From an optimization exercise on the open Yosys and OpenROAD flow, aimed at small area; shortcuts taken in it are not production practice. In this exercise RTL edits were held to simulation tests only and were not proved equivalent to the original. Power is estimated from default activity; no workload was simulated.

File: flow/design.v
module thn128_core (
    input  wire        clk,
    input  wire        rst,           
    input  wire        host_valid,
    input  wire [63:0] host_cmd,
    output wire        host_ready,
    output reg         rsp_valid,
    output wire [3:0]  rsp_status,
    output wire [31:0] rsp_frame,
    output wire [31:0] rsp_temp,
    output wire [2:0]  rsp_addr,
    output wire [2:0]  rsp_chan,
    output wire        rsp_lb,
    output wire        rsp_flag,
    output wire [7:0]  rsp_sum,
    output wire [2:0]  rsp_bad,
    input  wire        edge_valid,
    input  wire [63:0] edge_cmd,
    output reg         edge_rsp_valid,
    output wire [3:0]  edge_rsp_status,
    input  wire        tx_ready,
    input  wire        us_tick,       
    output wire        tx_line
);
    localparam [2:0] ST_OK              = 3'd0,
                     ST_ILLEGAL_COMMAND = 3'd1,
                     ST_ILLEGAL_OPERAND = 3'd2,
                     ST_INVALID_FIELD   = 3'd3,
                     ST_NOT_AVAILABLE   = 3'd4,
                     ST_TX_NOT_READY    = 3'd5;
    localparam [1:0] RX_SEARCH = 2'd0,
                     RX_MID0   = 2'd1,
                     RX_MID1   = 2'd2,
                     RX_END    = 2'd3;
    localparam [6:0] TX_IDLE  = 7'd1,
                     TX_IFS   = 7'd22,
                     TX_FIRST = 7'd38;
    localparam [12:0] TX_LAST  = 13'h0001,
                      LEN_1450 = 13'h022f,
                      LEN_4450 = 13'h0254,
                      LEN_5500 = 13'h021f,
                      LEN_6250 = 13'h1c72;
    function [12:0] radd;
        input [11:0] a, b;
        input        cin;
        reg   c;
        integer i;
        begin
            c = cin;
            for (i = 0; i < 12; i = i + 1) begin
                radd[i] = a[i] ^ b[i] ^ c;
                c = (a[i] & b[i]) | (a[i] & c) | (b[i] & c);
            end
            radd[12] = c;
        end
    endfunction
    function [7:0] cks;
        input [7:0] b0, b1, b2;
        reg   [7:0]  s1, c1;
        reg   [12:0] u, r;
        begin
            s1 = b0 ^ b1 ^ b2;
            c1 = (b0 & b1) | (b0 & b2) | (b1 & b2);
            u  = radd({4'b0, s1}, {4'b0, c1[6:0], 1'b0}, 1'b0);
            r  = radd({4'b0, u[7:0]}, {11'b0, c1[7]}, u[8]);
            cks = r[7:0];
        end
    endfunction
    function ge13;
        input [12:0] x, c;
        reg   r;
        integer i;
        begin
            r = 1'b1;
            for (i = 0; i < 13; i = i + 1)
                r = c[i] ? (x[i] & r) : (x[i] | r);
            ge13 = r;
        end
    endfunction
    function le13;
        input [12:0] x, c;
        reg   r;
        integer i;
        begin
            r = 1'b1;
            for (i = 0; i < 13; i = i + 1)
                r = c[i] ? (~x[i] | r) : (~x[i] & r);
            le13 = r;
        end
    endfunction
    function in_win;
        input [31:0] d;
        input [12:0] lo, hi;
        begin
            in_win = (~|d[31:13]) & ge13(d[12:0], lo) & le13(d[12:0], hi);
        end
    endfunction
    function [3:0] add3;
        input [3:0] v;
        begin
            case (v)
                4'd5:    add3 = 4'd8;
                4'd6:    add3 = 4'd9;
                4'd7:    add3 = 4'd10;
                4'd8:    add3 = 4'd11;
                4'd9:    add3 = 4'd12;
                4'd10:   add3 = 4'd13;
                4'd11:   add3 = 4'd14;
                4'd12:   add3 = 4'd15;
                4'd13:   add3 = 4'd0;
                4'd14:   add3 = 4'd1;
                4'd15:   add3 = 4'd2;
                default: add3 = v;
            endcase
        end
    endfunction
    function [11:0] bcd3;
        input [9:0] m;
        reg   [21:0] x;
        integer i;
        begin
            x = {12'd0, m};
            for (i = 0; i < 10; i = i + 1) begin
                x[13:10] = add3(x[13:10]);
                x[17:14] = add3(x[17:14]);
                x[21:18] = add3(x[21:18]);
                x = x << 1;
            end
            bcd3 = x[21:10];
        end
    endfunction
    reg        rx_en;
    reg        rx_full;       
    reg [1:0]  rx_st;
    reg [4:0]  rx_idx;
    reg [31:0] rx_acc;        
    reg        rx_hi_sync;    
    reg        rx_lo_zero;    
    reg        rx_lo_one;     
    reg [1:0]  rx_c;          
    reg        rx_mm;         
    reg [6:0]  tx_s;
    reg        tx_copy;
    reg [12:0] tx_cnt;
    reg [31:0] fr;            
    reg        fr_cks;        
    reg [2:0]  st;
    reg        e_st;
    wire tx_busy = (tx_s != TX_IDLE);
    assign host_ready = ~tx_busy;
    wire [7:0] fr_sum = cks(fr[7:0], fr[15:8], fr[23:16]);
    assign rsp_frame  = {fr_cks ? fr_sum : fr[31:24], fr[23:0]};
    assign rsp_sum    = fr_sum;
    assign rsp_flag   = (fr_sum == fr[31:24]);
    assign rsp_addr   = fr[2:0];
    assign rsp_bad    = fr[2:0];
    assign rsp_chan   = {fr[7] & fr[6], fr[7] ^ fr[6], ~fr[6]};
    assign rsp_lb     = fr[23];
    wire [12:0] t_x   = radd({5'b0, fr[19:16], 3'b0}, {7'b0, fr[19:16], 1'b0}, 1'b0);    
    wire [12:0] t_y   = radd({4'b0, t_x[7:0]}, {8'b0, fr[15:12]}, 1'b0);                 
    wire [12:0] t_z   = radd({1'b0, t_y[7:0], 3'b0}, {3'b0, t_y[7:0], 1'b0}, 1'b0);      
    wire [12:0] t_mag = radd(t_z[11:0], {8'b0, fr[11:8]}, 1'b0);
    reg  [10:0] t_neg;
    reg         t_nz;
    integer     ti;
    always @(*) begin
        t_nz = 1'b0;
        for (ti = 0; ti < 11; ti = ti + 1) begin
            t_neg[ti] = t_mag[ti] ^ (fr[21] & t_nz);
            t_nz      = t_nz | t_mag[ti];
        end
    end
    assign rsp_temp   = {{21{fr[21] & t_nz}}, t_neg};
    assign rsp_status = {1'b0, st};
    assign edge_rsp_status = {3'b0, e_st};
    wire        host_fire = host_valid & host_ready;
    wire [3:0]  h_op  = host_cmd[3:0];
    wire [31:0] h_hi  = host_cmd[63:32];
    wire [2:0]  h_win = host_cmd[10:8];
    wire z_7_4   = ~|host_cmd[7:4];
    wire z_hi    = ~|host_cmd[63:32];
    wire z_31_25 = ~|host_cmd[31:25];
    wire z_24_11 = ~|host_cmd[24:11];
    wire z_10_8  = ~|host_cmd[10:8];
    wire op_cks  = (h_op == 4'h1);
    wire op_enc  = (h_op == 4'h2);
    wire op_dec  = (h_op == 4'h3);
    wire op_cls  = (h_op == 4'h4);
    wire op_ena  = (h_op == 4'h6);
    wire op_dis  = (h_op == 4'h7);
    wire op_av   = (h_op == 4'h8);
    wire op_take = (h_op == 4'h9);
    wire op_tx   = (h_op == 4'hA);
    wire op_none = op_ena | op_dis | op_av | op_take;
    wire op_ef   = op_enc | op_tx;
    wire h_legal = z_7_4 & (
        (op_cks  & z_hi) |
        (op_ef   & z_31_25) |
        (op_dec  & z_31_25 & z_24_11 & z_10_8) |
        (op_cls  & z_31_25 & z_24_11) |
        (op_none & z_hi & z_31_25 & z_24_11 & z_10_8));
    wire [2:0] h_bad;
    assign h_bad[0] = |host_cmd[15:11];
    assign h_bad[1] = (|host_cmd[23:18]) | ~(host_cmd[17] | host_cmd[16]);
    assign h_bad[2] = h_hi[31] ? ~((&h_hi[30:10]) & ge13({3'b0, h_hi[9:0]}, 13'd25))
                               : ~((~|h_hi[30:10]) & le13({3'b0, h_hi[9:0]}, 13'd999));
    wire       h_any_bad = |h_bad;
    reg  [9:0] h_mag;
    reg        h_nz;
    integer    hi_;
    always @(*) begin
        h_nz = 1'b0;
        for (hi_ = 0; hi_ < 10; hi_ = hi_ + 1) begin
            h_mag[hi_] = h_hi[hi_] ^ (h_hi[31] & h_nz);
            h_nz       = h_nz | h_hi[hi_];
        end
    end
    wire [11:0] h_bcd  = bcd3(h_mag);
    wire [1:0]  h_cm1  = {host_cmd[17] ~^ host_cmd[16], ~host_cmd[16]};
    wire [23:0] h_pack = {host_cmd[24], 1'b0, h_hi[31], 1'b0, h_bcd,
                          h_cm1, 3'b000, h_any_bad ? h_bad : host_cmd[10:8]};
    reg h_in_window;
    always @(*) begin
        case (h_win)
            3'd0, 3'd2: h_in_window = in_win(h_hi, 13'd5100, 13'd5900);
            3'd1:       h_in_window = in_win(h_hi, 13'd6550, 13'd7350);
            3'd3:       h_in_window = in_win(h_hi, 13'd1050, 13'd1850);
            default:    h_in_window = in_win(h_hi, 13'd2500, 13'd3300);
        endcase
    end
    wire h_flag = op_cls ? h_in_window : rx_full;
    reg [2:0] n_st;
    always @(*) begin
        if (!h_legal)                              n_st = ST_ILLEGAL_COMMAND;
        else if (op_cls && h_win[2] && (h_win[1] | h_win[0]))
                                                   n_st = ST_ILLEGAL_OPERAND;
        else if (op_ef && h_any_bad)               n_st = ST_INVALID_FIELD;
        else if (op_tx && !tx_ready)               n_st = ST_TX_NOT_READY;
        else if (op_take && !rx_full)              n_st = ST_NOT_AVAILABLE;
        else                                       n_st = ST_OK;
    end
    wire start_tx  = host_fire & h_legal & op_tx & ~h_any_bad & tx_ready;
    wire do_enable = host_fire & h_legal & op_ena;
    wire do_dis    = host_fire & h_legal & op_dis;
    reg [31:0] n_fr;
    always @(*) begin
        if (op_dec)
            n_fr = h_hi;
        else if (op_take)
            n_fr = rx_acc;
        else if (op_ef)
            n_fr = {8'b0, h_pack};
        else
            n_fr = {~h_flag, 4'b0, host_cmd[10:8], host_cmd[31:8]};
    end
    wire        e_legal = (edge_cmd[3:0] == 4'h5) & ~|edge_cmd[7:4] & ~|edge_cmd[31:9];
    wire        e_lvl   = edge_cmd[8];
    wire [31:0] e_dur   = edge_cmd[63:32];
    wire e_noise = (~|e_dur[31:13]) & ~ge13(e_dur[12:0], 13'd400);
    wire e_short = in_win(e_dur, 13'd1050, 13'd1850);
    wire e_long  = in_win(e_dur, 13'd2500, 13'd3300);
    wire e_sync  = in_win(e_dur, 13'd5100, 13'd5900);
    wire e_zero  = in_win(e_dur, 13'd6550, 13'd7350);
    wire       h_en      = do_enable | (~do_dis & rx_en);
    wire       h_full    = rx_full & ~do_enable;
    wire [1:0] h_st      = do_enable ? RX_SEARCH : rx_st;
    wire       h_hi_sync = rx_hi_sync & ~do_enable;
    wire       h_lo_zero = rx_lo_zero & ~do_enable;
    wire       h_lo_one  = rx_lo_one  & ~do_enable;
    wire e_act = edge_valid & e_legal & h_en & ~h_full & ~e_noise;
    wire n_hi_sync = (e_act &  e_lvl) ? e_sync : h_hi_sync;
    wire n_lo_zero = (e_act & ~e_lvl) ? e_zero : h_lo_zero;
    wire n_lo_one  = (e_act & ~e_lvl) ? e_sync : h_lo_one;
    wire sync0 = n_hi_sync & n_lo_zero;
    wire sync1 = n_hi_sync & n_lo_one;
    reg       e_store;
    reg [1:0] e_next;
    always @(*) begin
        e_store = 1'b0;
        e_next  = RX_SEARCH;
        if (e_lvl) begin
            if (h_st == RX_END && e_short) begin
                e_store = 1'b1; e_next = RX_MID0;
            end else if (h_st == RX_MID1 && e_short) begin
                e_next = RX_END;
            end else if (h_st == RX_MID1 && e_long) begin
                e_store = 1'b1; e_next = RX_MID0;
            end
        end else begin
            if (h_st == RX_END && e_short) begin
                e_store = 1'b1; e_next = RX_MID1;
            end else if (h_st == RX_MID0 && e_short) begin
                e_next = RX_END;
            end else if (h_st == RX_MID0 && e_long) begin
                e_store = 1'b1; e_next = RX_MID1;
            end
        end
    end
    wire do_store = e_act & ~sync0 & ~sync1 & e_store;
    wire       ck_pass2 = rx_idx[4] & rx_idx[3];
    wire       ck_x     = ck_pass2 ? rx_acc[8] : e_lvl;
    wire [2:0] ck_t     = {1'b0, rx_acc[24] & rx_acc[16], rx_acc[24] ^ rx_acc[16]}
                        + {2'b0, ck_x} + {1'b0, rx_c};
    wire       ck_bad   = rx_mm | (ck_t[0] ^ e_lvl);
    wire tx_last = (tx_cnt == TX_LAST);
    wire tx_wrap = (tx_s == 7'd127);
    wire tx_end  = tx_busy & us_tick & tx_last & tx_wrap & tx_copy;
    wire tx_ge37 = tx_s[5] & (tx_s[4] | tx_s[3] | (tx_s[2] & (tx_s[1] | tx_s[0])));
    wire tx_ge38 = tx_s[5] & (tx_s[4] | tx_s[3] | (tx_s[2] & tx_s[1]));
    reg [12:0] nx_len;        
    always @(*) begin
        if (tx_wrap || (!tx_s[6] && !tx_ge37))
            nx_len = LEN_6250;
        else if (tx_s == 7'd60)
            nx_len = LEN_4450;
        else if (tx_s == 7'd61 || tx_s == 7'd62)
            nx_len = LEN_5500;
        else
            nx_len = LEN_1450;
    end
    assign tx_line = tx_s[6] ? (rsp_frame[tx_s[5:1]] ^ tx_s[0]) : (~tx_s[0] & tx_ge38);
    always @(posedge clk) begin
        if (rst) begin
            rx_en   <= 1'b0;
            rx_full <= 1'b0;
        end else begin
            rx_en   <= h_en;
            rx_full <= h_full | (do_store & (&rx_idx) & ~ck_bad);
        end
        rx_hi_sync <= n_hi_sync;
        rx_lo_zero <= n_lo_zero;
        rx_lo_one  <= n_lo_one;
        if (e_act) begin
            if (sync0) begin
                rx_st  <= RX_MID1;
                rx_idx <= 5'd1;
            end else if (sync1) begin
                rx_st  <= RX_END;
                rx_idx <= 5'd0;
            end else begin
                rx_st <= e_next;
                if (e_store) rx_idx <= rx_idx + 5'd1;
            end
        end else begin
            rx_st <= h_st;
        end
        if (e_act & sync0)
            rx_acc <= {1'b0, rx_acc[31:1]};
        else if (do_store)
            rx_acc <= {e_lvl, rx_acc[31:1]};
        if (do_store) begin
            rx_c  <= rx_idx[4] ? ck_t[2:1] : 2'b00;
            rx_mm <= ck_pass2 & ck_bad;
        end
        edge_rsp_valid <= edge_valid & ~rst;
        e_st           <= ~e_legal;
        if (rst)
            rsp_valid <= 1'b0;
        else
            rsp_valid <= (host_fire & ~start_tx) | tx_end;
        st       <= tx_busy ? ST_OK : n_st;
        fr_cks   <= tx_busy | op_ef;
        fr[31:24] <= n_fr[31:24];
        fr[22]   <= n_fr[22] & ~tx_busy;
        fr[20]   <= n_fr[20] & ~tx_busy;
        fr[5:3]  <= n_fr[5:3] & {3{~tx_busy}};
        if (!tx_busy) begin
            fr[23]   <= n_fr[23];
            fr[21]   <= n_fr[21];
            fr[19:6] <= n_fr[19:6];
            fr[2:0]  <= n_fr[2:0];
        end
        if (rst) begin
            tx_s <= TX_IDLE;
        end else if (start_tx) begin
            tx_s    <= TX_FIRST;
            tx_copy <= 1'b0;
            tx_cnt  <= LEN_1450;
        end else if (tx_busy && us_tick) begin
            if (tx_last) begin
                if (tx_wrap) begin
                    tx_s    <= tx_copy ? TX_IDLE : TX_IFS;
                    tx_copy <= 1'b1;
                end else begin
                    tx_s    <= tx_s + 7'd1;
                end
                tx_cnt <= nx_len;
            end else begin
                tx_cnt <= {tx_cnt[11:0], tx_cnt[12] ^ tx_cnt[3] ^ tx_cnt[2] ^ tx_cnt[0]};
            end
        end
    end
endmodule
File: flow/run.sh
#!/bin/bash
# synth_recipe.tcl (not shown) runs the flow's synth.tcl, then flattens the netlist and writes it again
# the make line also repeats each setting of config.mk as NAME=value (left out here)
make -C /OpenROAD-flow-scripts/flow DESIGN_CONFIG=/design/flow/config.mk WORK_HOME=/design/flow/orfs CLKGATE_MAP_FILE= SYNTH_SCRIPT=/design/flow/synth_recipe.tcl finish
File: flow/config.mk
export PLATFORM = sky130hd
export DESIGN_NAME = thn128_core
export DESIGN_NICKNAME = thn128_core
export VERILOG_FILES = /design/flow/design.v
export SDC_FILE = /design/flow/constraint.sdc
export NUM_CORES = 4
export LEC_CHECK = 0
export ABC_AREA = 1
export CAP_MARGIN = 20
export CORE_MARGIN = 2
export CORE_UTILIZATION = 40
export SLEW_MARGIN = 20
File: flow/constraint.sdc
create_clock -name core_clock -period 14.0 [get_ports {clk}]
set_input_delay 2.8000 -clock core_clock [delete_from_list [all_inputs] [get_ports {clk}]]
set_output_delay 2.8000 -clock core_clock [all_outputs]
set_load 0.01 [all_outputs]
==> flow_metrics.env, run 1 <==
export IMPL_clk_latency_ps=360
export IMPL_syn_to_final_growth_pct=26.5
export IMPL_top_usage_layer="met2"
export IMPL_cts_hold_buf=0
export IMPL_setup_viol=0
export IMPL_wirelength_mm=30.0
export IMPL_use_met2_pct=40.3
export IMPL_slew_violations=0
export IMPL_crit_start="fr[17]"
export IMPL_cts_root_buffer="clkbuf_16"
export IMPL_vias=8991
export IMPL_chipWidth_um=156
export IMPL_io_buffers=224
export IMPL_ys_warn_count=1
export IMPL_drtPass1Iterations=5
export IMPL_grt_pass1_wl_mm=46.4
export IMPL_die_y_um=156
export IMPL_layout_common_cells="clkdlybuf4s50_1 (224), inv_1 (181), nand2_1 (180)"
export IMPL_multi_input_area_um2=5140
export IMPL_clock_sinks=107
export IMPL_cts_buffers=9
export IMPL_vdd_drop_max_v=0.000158
export IMPL_synth_cells=1209
export IMPL_crit_type="reg -> out"
export IMPL_ys_seq_elements=107
export IMPL_hold_viol=0
export IMPL_finalClockSkew_ps=13.2
export IMPL_place_ws_ps=4740
export IMPL_avgSynthCellArea_um2=7.66
export IMPL_cts_resized=0
export IMPL_setup_tns_final_ps=0
export IMPL_r2r_end="rx_acc[20]"
export IMPL_cp_arrival_ps=6750
export IMPL_initial_utilization_pct=40.8
export IMPL_relSlewSlack_pct=43.0
export IMPL_synth_area_um2=9260
export IMPL_synth_cell_types=67
export IMPL_rsz0062_at_grt="no"
export IMPL_use_met3_pct=5.44
export IMPL_regArea_um2=2860
export IMPL_gp_congestion=0.943
export IMPL_fillCellCount=2201
export IMPL_async_reset_ff_share_pct=0
export IMPL_diodes=0
export IMPL_critical_path_max_fanout=5
export IMPL_hold_ws_ps=439
export IMPL_period_needed_ps=9550
export IMPL_drc=0
export IMPL_ys_flop_type="edfxtp_1"
export IMPL_endpoint="tx_line"
export IMPL_timing_final_crit_share_pct=68.2
export IMPL_status="finished clean"
export IMPL_nets=1566
export IMPL_final_util_pct=51.6
export IMPL_drv_cap=0
export IMPL_max_clock_freq_mhz=105
export IMPL_drtIter0Drc=757
export IMPL_die_area_um2=24400
export IMPL_powerDensity_nw_per_um2=141
export IMPL_hp_class="reg -> reg"
export IMPL_grt_overflow_total=0
export IMPL_drt_vias_per_instance=5.40
export IMPL_tritoncts="built"
export IMPL_grt_max_degree=34
export IMPL_cp_end_kind="output port"
export IMPL_coreArea_um2=22700
export IMPL_post_place_cells=1648
export IMPL_r2r_start="tx_s[1]"
export IMPL_groute_usage_overall_pct=24.9
export IMPL_worstRegToRegCells=18
export IMPL_grt_pass1_vias=8489
export IMPL_cts_path_max_buffers=2
export IMPL_synth_edf_count=72
export IMPL_fin_cells=1664
export IMPL_met1_usage_pct=33.5
export IMPL_io_pins=229
export IMPL_rows=55
export IMPL_drive_above_1_share_pct=7.47
export IMPL_final_common_cell="clkdlybuf4s50_1"
export IMPL_p_leak_uw=0.00478
export IMPL_worst_pin_slew_ps=855
export IMPL_cp_start_kind="flop"
export IMPL_ant_nets=0
export IMPL_htree_levels=3
export IMPL_fin_ws_ps=4450
export IMPL_wire_per_inst_um=18.0
export IMPL_cp_required_ps=11200
export IMPL_path_clk_slew_ps=80
export IMPL_cts_setup_buffers=0
export IMPL_antenna_found_initial=0
export IMPL_rrSetupSlack_ps=9630
export IMPL_hpwl_mm=25.0
export IMPL_yosysSeqAreaShare_pct=30.9
-- area by class of cell --
| type | count | share of cell area [%] |
|---|---|---|
| clock buffer | 11 | 2.17 |
| timing repair buffer | 230 | 19.5 |
| tap | 285 | 3.04 |
| inverter | 202 | 6.50 |
| clock inverter | 5 | 0.417 |
| sequential | 107 | 24.4 |
| multi-input combinational | 824 | 43.9 |
-- Yosys cell counts, types with 4 or more instances --
library cell	instances	share of area [%]
inv_1	181	7.3
nand2_1	180	7.3
nor2_1	125	5.1
nand3_1	81	4.4
edfxtp_1	72	23
buf_4	56	4.5
o21ai_0	52	2.8
a21oi_1	42	2.3
nand4_1	36	2.4
dfxtp_1	35	7.6
ha_1	30	4.1
fa_1	28	6.1
nor4_1	24	1.6
nand2_2	23	1.6
nor3_1	21	1.1
clkbuf_1	19	0.77
xnor2_1	16	1.5
inv_2	15	0.61
xor2_1	15	1.4
a221oi_1	14	1.3
o211ai_1	14	1.1
a31oi_1	10	0.68
o221ai_1	9	0.85
a22oi_1	8	0.65
nand3_2	8	0.86
o22ai_1	7	0.47
a21oi_2	6	0.57
a32o_1	5	0.54
clkinv_1	5	0.20
o31ai_1	5	0.41
nand2_4	4	0.49
nor2_2	4	0.27
-- kinds of logic after synthesis --
logic type / share of synthesized area, %
simple gates: 27.1
fa+ha+maj: 10.1
xor+xnor: 2.93
buf+inv: 13.9
compound gates: 15.0
flops: 30.9
other cells: 0.0405
-- flip-flops by register name, indices dropped and copies added (netlist names), 2 cells and up --
register / flops
tx_s: 7
fr: 32
rx_c: 2
rx_acc: 32
st: 3
tx_cnt: 13
rx_idx: 5
rx_st: 2
-- worst max-delay path: stages (launching register included) --
cell	delay [ps]
edfxtp_1	520
fa_1	560
ha_1	140
inv_1	40
fa_1	370
fa_1	390
fa_1	380
fa_1	390
fa_1	400
fa_1	390
fa_1	360
inv_1	60
ha_1	130
ha_1	140
ha_1	150
ha_1	140
ha_1	140
ha_1	150
xnor2_1	180
nand2_1	80
nand2_1	90
o221ai_1	120
nand2_1	100
o311ai_0	110
nand2_1	120
nand4_1	80
o21ai_0	80
clkdlybuf4s50_1	560
-- how the worst min path moves through the flow --
stage | start | endpoint | cells past startpoint
floorplan | rx_acc[31] | rx_acc[30] | 0
detailed placement | rx_acc[31] | rx_acc[30] | 0
global placement | rx_acc[31] | rx_acc[30] | 0
CTS | rx_acc[31] | rx_acc[30] | 0
global route | rx_acc[31] | rx_acc[30] | 0
finish | rx_acc[31] | rx_acc[30] | 0
-- through the flow --
step	area [um^2]	total power [uW]
floorplan	9270	1000
global placement	11400	1390
detailed placement	11400	1400
CTS	11700	1660
global route	11700	1770
finish	11700	1650
-- metal layers --
metal  vias to the layer above  part of all wire, %  wire (um)
li1                       4398                    -          -
met2                       439                   45      13600
met5                         -                    0          0
met4                         0                  2.3        705
met3                        46                  9.0       2690
met1                      4108                   43      13000
-- where the power goes --
group	leakage (uW)	switching (uW)	internal [uW]	total [uW]
sequential	0.000824	17.6	346	364
clock	0.000149	127	136	262
combinational	0.00381	500	521	1020
==> inputs of run 2 (changes only) <==
--- a/flow/design.v
+++ b/flow/design.v
@@ -98,18 +98,10 @@
     function [3:0] add3;
-        input [3:0] v;
+        input [3:0] a;
+        reg ge5;
         begin
-            case (v)
-                4'd5:    add3 = 4'd8;
-                4'd6:    add3 = 4'd9;
-                4'd7:    add3 = 4'd10;
-                4'd8:    add3 = 4'd11;
-                4'd9:    add3 = 4'd12;
-                4'd10:   add3 = 4'd13;
-                4'd11:   add3 = 4'd14;
-                4'd12:   add3 = 4'd15;
-                4'd13:   add3 = 4'd0;
-                4'd14:   add3 = 4'd1;
-                4'd15:   add3 = 4'd2;
-                default: add3 = v;
-            endcase
+            ge5     = a[3] | (a[2] & (a[1] | a[0]));
+            add3[3] = ge5;
+            add3[2] = (a[3] & a[0]) | (a[2] & ~a[1] & ~a[0]);
+            add3[1] = (a[3] & ~a[0]) | (~a[2] & a[1]) | (a[1] & a[0]);
+            add3[0] = a[0] ^ ge5;
         end
@@ -158,6 +150,87 @@
     assign rsp_lb     = fr[23];
-    wire [12:0] t_x   = radd({5'b0, fr[19:16], 3'b0}, {7'b0, fr[19:16], 1'b0}, 1'b0);    
-    wire [12:0] t_y   = radd({4'b0, t_x[7:0]}, {8'b0, fr[15:12]}, 1'b0);                 
-    wire [12:0] t_z   = radd({1'b0, t_y[7:0], 3'b0}, {3'b0, t_y[7:0], 1'b0}, 1'b0);      
-    wire [12:0] t_mag = radd(t_z[11:0], {8'b0, fr[11:8]}, 1'b0);
+    wire [3:0]  t_d0 = fr[11:8];
+    wire [3:0]  t_d1 = fr[15:12];
+    wire [3:0]  t_d2 = fr[19:16];
+    wire [10:0] t_mag;
+    wire tm_0;
+    wire tm_1;
+    assign tm_0 = t_d0[2] ^ t_d1[1] ^ t_d2[0];
+    assign tm_1 = (t_d0[2] & t_d1[1]) | (t_d0[2] & t_d2[0]) | (t_d1[1] & t_d2[0]);
+    wire tm_2;
+    wire tm_3;
+    assign tm_2 = t_d0[3] ^ t_d1[0] ^ t_d1[2];
+    assign tm_3 = (t_d0[3] & t_d1[0]) | (t_d0[3] & t_d1[2]) | (t_d1[0] & t_d1[2]);
+    wire tm_4;
+    wire tm_5;
+    assign tm_4 = t_d1[1] ^ t_d1[3] ^ t_d2[2];
+    assign tm_5 = (t_d1[1] & t_d1[3]) | (t_d1[1] & t_d2[2]) | (t_d1[3] & t_d2[2]);
+    wire tm_6;
+    wire tm_7;
+    assign tm_6 = t_d1[2] ^ t_d2[0] ^ t_d2[3];
+    assign tm_7 = (t_d1[2] & t_d2[0]) | (t_d1[2] & t_d2[3]) | (t_d2[0] & t_d2[3]);
+    wire tm_8;
+    wire tm_9;
+    assign tm_8 = t_d1[3] ^ t_d2[0] ^ t_d2[1];
+    assign tm_9 = (t_d1[3] & t_d2[0]) | (t_d1[3] & t_d2[1]) | (t_d2[0] & t_d2[1]);
+    wire tm_10;
+    wire tm_11;
+    assign tm_10 = tm_1 ^ tm_2 ^ t_d2[1];
+    assign tm_11 = (tm_1 & tm_2) | (tm_1 & t_d2[1]) | (tm_2 & t_d2[1]);
+    wire tm_12;
+    wire tm_13;
+    assign tm_12 = tm_9 ^ t_d2[1] ^ t_d2[2];
+    assign tm_13 = (tm_9 & t_d2[1]) | (tm_9 & t_d2[2]) | (t_d2[1] & t_d2[2]);
+    wire tm_14;
+    wire tm_15;
+    assign tm_14 = tm_11 ^ tm_3 ^ tm_4;
+    assign tm_15 = (tm_11 & tm_3) | (tm_11 & tm_4) | (tm_3 & tm_4);
+    wire tm_16;
+    wire tm_17;
+    assign tm_16 = tm_13 ^ t_d2[2] ^ t_d2[3];
+    assign tm_17 = (tm_13 & t_d2[2]) | (tm_13 & t_d2[3]) | (t_d2[2] & t_d2[3]);
+    wire tm_18;
+    wire tm_19;
+    assign tm_18 = tm_15 ^ tm_5 ^ tm_6;
+    assign tm_19 = (tm_15 & tm_5) | (tm_15 & tm_6) | (tm_5 & tm_6);
+    wire tm_20;
+    wire tm_21;
+    assign tm_20 = tm_19 ^ tm_7 ^ tm_8;
+    assign tm_21 = (tm_19 & tm_7) | (tm_19 & tm_8) | (tm_7 & tm_8);
+    wire tm_22;
+    wire tm_23;
+    assign tm_22 = t_d0[1] ^ t_d1[0];
+    assign tm_23 = t_d0[1] & t_d1[0];
+    wire tm_24;
+    wire tm_25;
+    assign tm_24 = tm_0 ^ tm_23;
+    assign tm_25 = tm_0 & tm_23;
+    wire tm_26;
+    wire tm_27;
+    assign tm_26 = tm_10 ^ tm_25;
+    assign tm_27 = tm_10 & tm_25;
+    wire tm_28;
+    wire tm_29;
+    assign tm_28 = tm_14 ^ tm_27;
+    assign tm_29 = tm_14 & tm_27;
+    wire tm_30;
+    wire tm_31;
+    assign tm_30 = tm_18 ^ tm_29;
+    assign tm_31 = tm_18 & tm_29;
+    wire tm_32;
+    wire tm_33;
+    assign tm_32 = tm_20 ^ tm_31;
+    assign tm_33 = tm_20 & tm_31;
+    wire tm_34;
+    wire tm_35;
+    assign tm_34 = tm_21 ^ tm_12 ^ tm_33;
+    assign tm_35 = (tm_21 & tm_12) | (tm_21 & tm_33) | (tm_12 & tm_33);
+    wire tm_36;
+    wire tm_37;
+    assign tm_36 = tm_16 ^ tm_35;
+    assign tm_37 = tm_16 & tm_35;
+    wire tm_38;
+    wire tm_39;
+    assign tm_38 = tm_17 ^ t_d2[3] ^ tm_37;
+    assign tm_39 = (tm_17 & t_d2[3]) | (tm_17 & tm_37) | (t_d2[3] & tm_37);
+    assign t_mag = {tm_39, tm_38, tm_36, tm_34, tm_32, tm_30, tm_28, tm_26, tm_24, tm_22, t_d0[0]};
     reg  [10:0] t_neg;
==> run 2 against run 1 <==
Effect of this change:
- register-to-register slack got worse by 120 ps
- via count shrank 6.3%
- non-clock buffer count stayed put
- largest power group unchanged
- design area fell by 5.2%
- routed wire length shrank 4.8%
- setup slack lost 220 ps
- still clean
- first-iteration DRC count is 7.8% higher
- clock skew fell by 1.8 ps
- critical path type unchanged
- sequential power barely moved
- combinational power is 29% lower
- die area is 6.0% lower
==> flow_metrics.env, run 2 <==
export IMPL_drt_vias_per_instance=5.37
export IMPL_p_int_uw=847
export IMPL_holdPathStages=0
export IMPL_nets=1475
export IMPL_io_buffers=224
export IMPL_p_seq_share_pct=26.9
export IMPL_gp_congestion=0.933
export IMPL_rsz0062_at_grt="no"
export IMPL_max_clock_freq_mhz=102
export IMPL_groute_usage_overall_pct=25.2
export IMPL_fillCellCount=2055
export IMPL_grt_pass1_vias=7970
export IMPL_drv_cap=0
export IMPL_cts_resized=0
export IMPL_async_reset_ff_share_pct=0
export IMPL_drc=0
export IMPL_avgSynthCellArea_um2=7.72
export IMPL_power_frac_clock_pct=19.5
export IMPL_status="finished clean"
export IMPL_synth_top_area_share_pct=24.9
export IMPL_initial_utilization_pct=41.1
export IMPL_wire_per_inst_um=18.2
export IMPL_synth_cells=1126
export IMPL_grt_pass1_wl_mm=43.5
export IMPL_cts_path_max_buffers=2
export IMPL_cp_arrival_ps=6960
export IMPL_ys_seq_elements=107
export IMPL_synth_cell_types=61
export IMPL_hold_viol=0
export IMPL_chipWidth_um=151
export IMPL_worstRegToRegCells=19
export IMPL_htree_levels=3
export IMPL_relSlewSlack_pct=34.5
export IMPL_p_comb_share_pct=53.6
export IMPL_ant_nets=0
export IMPL_coreArea_um2=21200
export IMPL_wirelength_mm=28.6
export IMPL_yosys_top_cells_count="nand2_1 (186), inv_1 (182), nor2_1 (101)"
export IMPL_multi_input_area_um2=4570
export IMPL_antenna_found_initial=0
export IMPL_vdd_drop_max_v=0.0000848
export IMPL_crit_path_max_incr_delay_ps=550
export IMPL_layout_common_cells="clkdlybuf4s50_1 (224), nand2_1 (186), inv_1 (182)"
export IMPL_yosysSeqAreaShare_pct=32.9
export IMPL_synth_area_leaders="edfxtp_1 (25%), dfxtp_1 (8.1%), nand2_1 (8.0%)"
export IMPL_timing_final_crit_share_pct=69.7
export IMPL_crit_top_cell="fa_1"
export IMPL_min_from="rx_acc[26]"
export IMPL_cts_setup_buffers=0
export IMPL_clk_latency_ps=360
export IMPL_cts_root_buffer="clkbuf_16"
export IMPL_cp_end_kind="output port"
export IMPL_crit_type="reg -> out"
export IMPL_final_util_pct=52.5
export IMPL_final_common_cell="clkdlybuf4s50_1"
export IMPL_switching_share_pct=37.5
export IMPL_r2r_start="tx_s[1]"
export IMPL_vias=8425
export IMPL_crit_start="fr[17]"
export IMPL_slowest_stage="clkdlybuf4s50_1"
export IMPL_cts_hold_buf=0
export IMPL_path_clk_slew_ps=70
export IMPL_die_y_um=151
export IMPL_synth_area_um2=8690
export IMPL_hold_ws_ps=455
export IMPL_clock_sinks=107
export IMPL_top_regs="fr (32), rx_acc (32), tx_cnt (13)"
export IMPL_ys_flop_type="edfxtp_1"
export IMPL_drtIter0Drc=816
export IMPL_yosys_area_top_type="edfxtp_1"
export IMPL_setup_tns_final_ps=0
export IMPL_power_switching_uw=509
export IMPL_io_pins=229
export IMPL_synth_edf_count=72
export IMPL_rows=53
export IMPL_synth_most_common_cell="nand2_1"
export IMPL_cts_buffers=9
export IMPL_ys_warn_count=1
export IMPL_cp_start_kind="flop"
export IMPL_hpwl_mm=23.6
export IMPL_cp_required_ps=11200
export IMPL_powerDensity_nw_per_um2=122
export IMPL_p_leak_uw=0.00457
export IMPL_die_area_um2=22900
export IMPL_syn_to_final_growth_pct=27.7
export IMPL_hp_class="reg -> reg"
export IMPL_period_needed_ps=9760
export IMPL_finalClockSkew_ps=11.4
export IMPL_grt_max_degree=39
export IMPL_critical_path_max_fanout=4
export IMPL_diodes=0
export IMPL_drtPass1Iterations=6
export IMPL_setup_viol=0
export IMPL_grt_overflow_total=0
export IMPL_slew_violations=0
export IMPL_tritoncts="built"
export IMPL_worst_pin_slew_ps=978
export IMPL_drive_above_1_share_pct=5.72
export IMPL_regArea_um2=2860
## run 2: metal layers
layer / global-route usage, % / share of wire [%] / routed length (um) / vias to the layer above
li1: - / - / - / 4058
met1: 33.3 / 42 / 12100 / 3877
met2: 41.7 / 46 / 13000 / 448
met3: 5.18 / 10 / 2860 / 42
met4: 7.20 / 2.1 / 612 / 0
met5: 0 / 0 / 0 / -
## run 2: layout make-up
type / instances / area share [%]
repair buffers: 230 / 20.6
well taps: 275 / 3.10
flip-flops and latches: 107 / 25.8
clock inverters: 7 / 0.688
inverters: 195 / 6.60
multi-input cells: 745 / 41.2
clock buffers: 9 / 2.03
## run 2: through the flow
step                power, uW  instance area [um^2]  worst slack [ps]  instances
finish                   1360                 11100              4240       1568
global route             1450                 11100              3720       1568
CTS                      1370                 11100              4170       1568
detailed placement       1100                 10800              4570       1552
global placement         1090                 10800              4660       1552
floorplan                 790                  8700              5320       1129
## run 2: kinds of logic after synthesis
family / share of synthesized area [%]
simple gates: 23.5
buf+inv: 14.7
compound gates: 15.2
flops: 32.9
fa+ha+maj: 10.2
xor+xnor: 3.30
other cells: 0.0431
mux: 0.115
## run 2: final timing paths
check	to	slack (ps)
max reg2reg	rx_acc[1]	9510
max	tx_line	4240
min	rx_acc[25]	460
min reg2reg	rx_acc[25]	460
## run 2: worst max-delay path, delay by kind of cell (launching register included)
| kind | cells | cell delay, ps |
|---|---|---|
| AO/OA/AOI/OAI | 4 | 540 |
| multiplexers | 1 | 210 |
| adder cells (fa/ha/maj) | 15 | 4150 |
| buffers and inverters | 5 | 930 |
| flip-flops | 1 | 420 |
| AND/OR/NAND/NOR | 2 | 170 |
| XOR/XNOR | 1 | 190 |
## run 2: power by group through the flow
stage | sequential [uW] | combinational [uW] | clock (uW)
2_1_floorplan | 365 | 425 | 0
4_1_cts | 365 | 732 | 269
3_3_place_gp | 372 | 722 | 0
5_1_grt | 367 | 800 | 280
3_5_place_dp | 373 | 729 | 0
6_report | 365 | 727 | 264

[static timing again, ports no longer ideal]
How much do the figures lean on ideal ports? The routed layouts below were timed once more, with nothing changed but the port constraints. Step 1, drivers: a clkbuf_16 drives clk and a buf_2 each remaining input, both assumed. Step 2 adds t to the input delays and takes it off the output delays; t is the mean of the earliest and latest rising clock arrival at the registers after step 1. Input paths then give back, and output paths get back, about the clock's delay inside the block. Three values: ideal ports, drivers, drivers and shift; two values: the first two.
run	t, ns	setup slack, ns	worst setup path after step 2
run 1	0.405	4.453 / 4.402 / 4.808	register to output
run 2	0.404	4.237 / 4.189 / 4.593	register to output
After both steps every run listed still meets setup and hold.
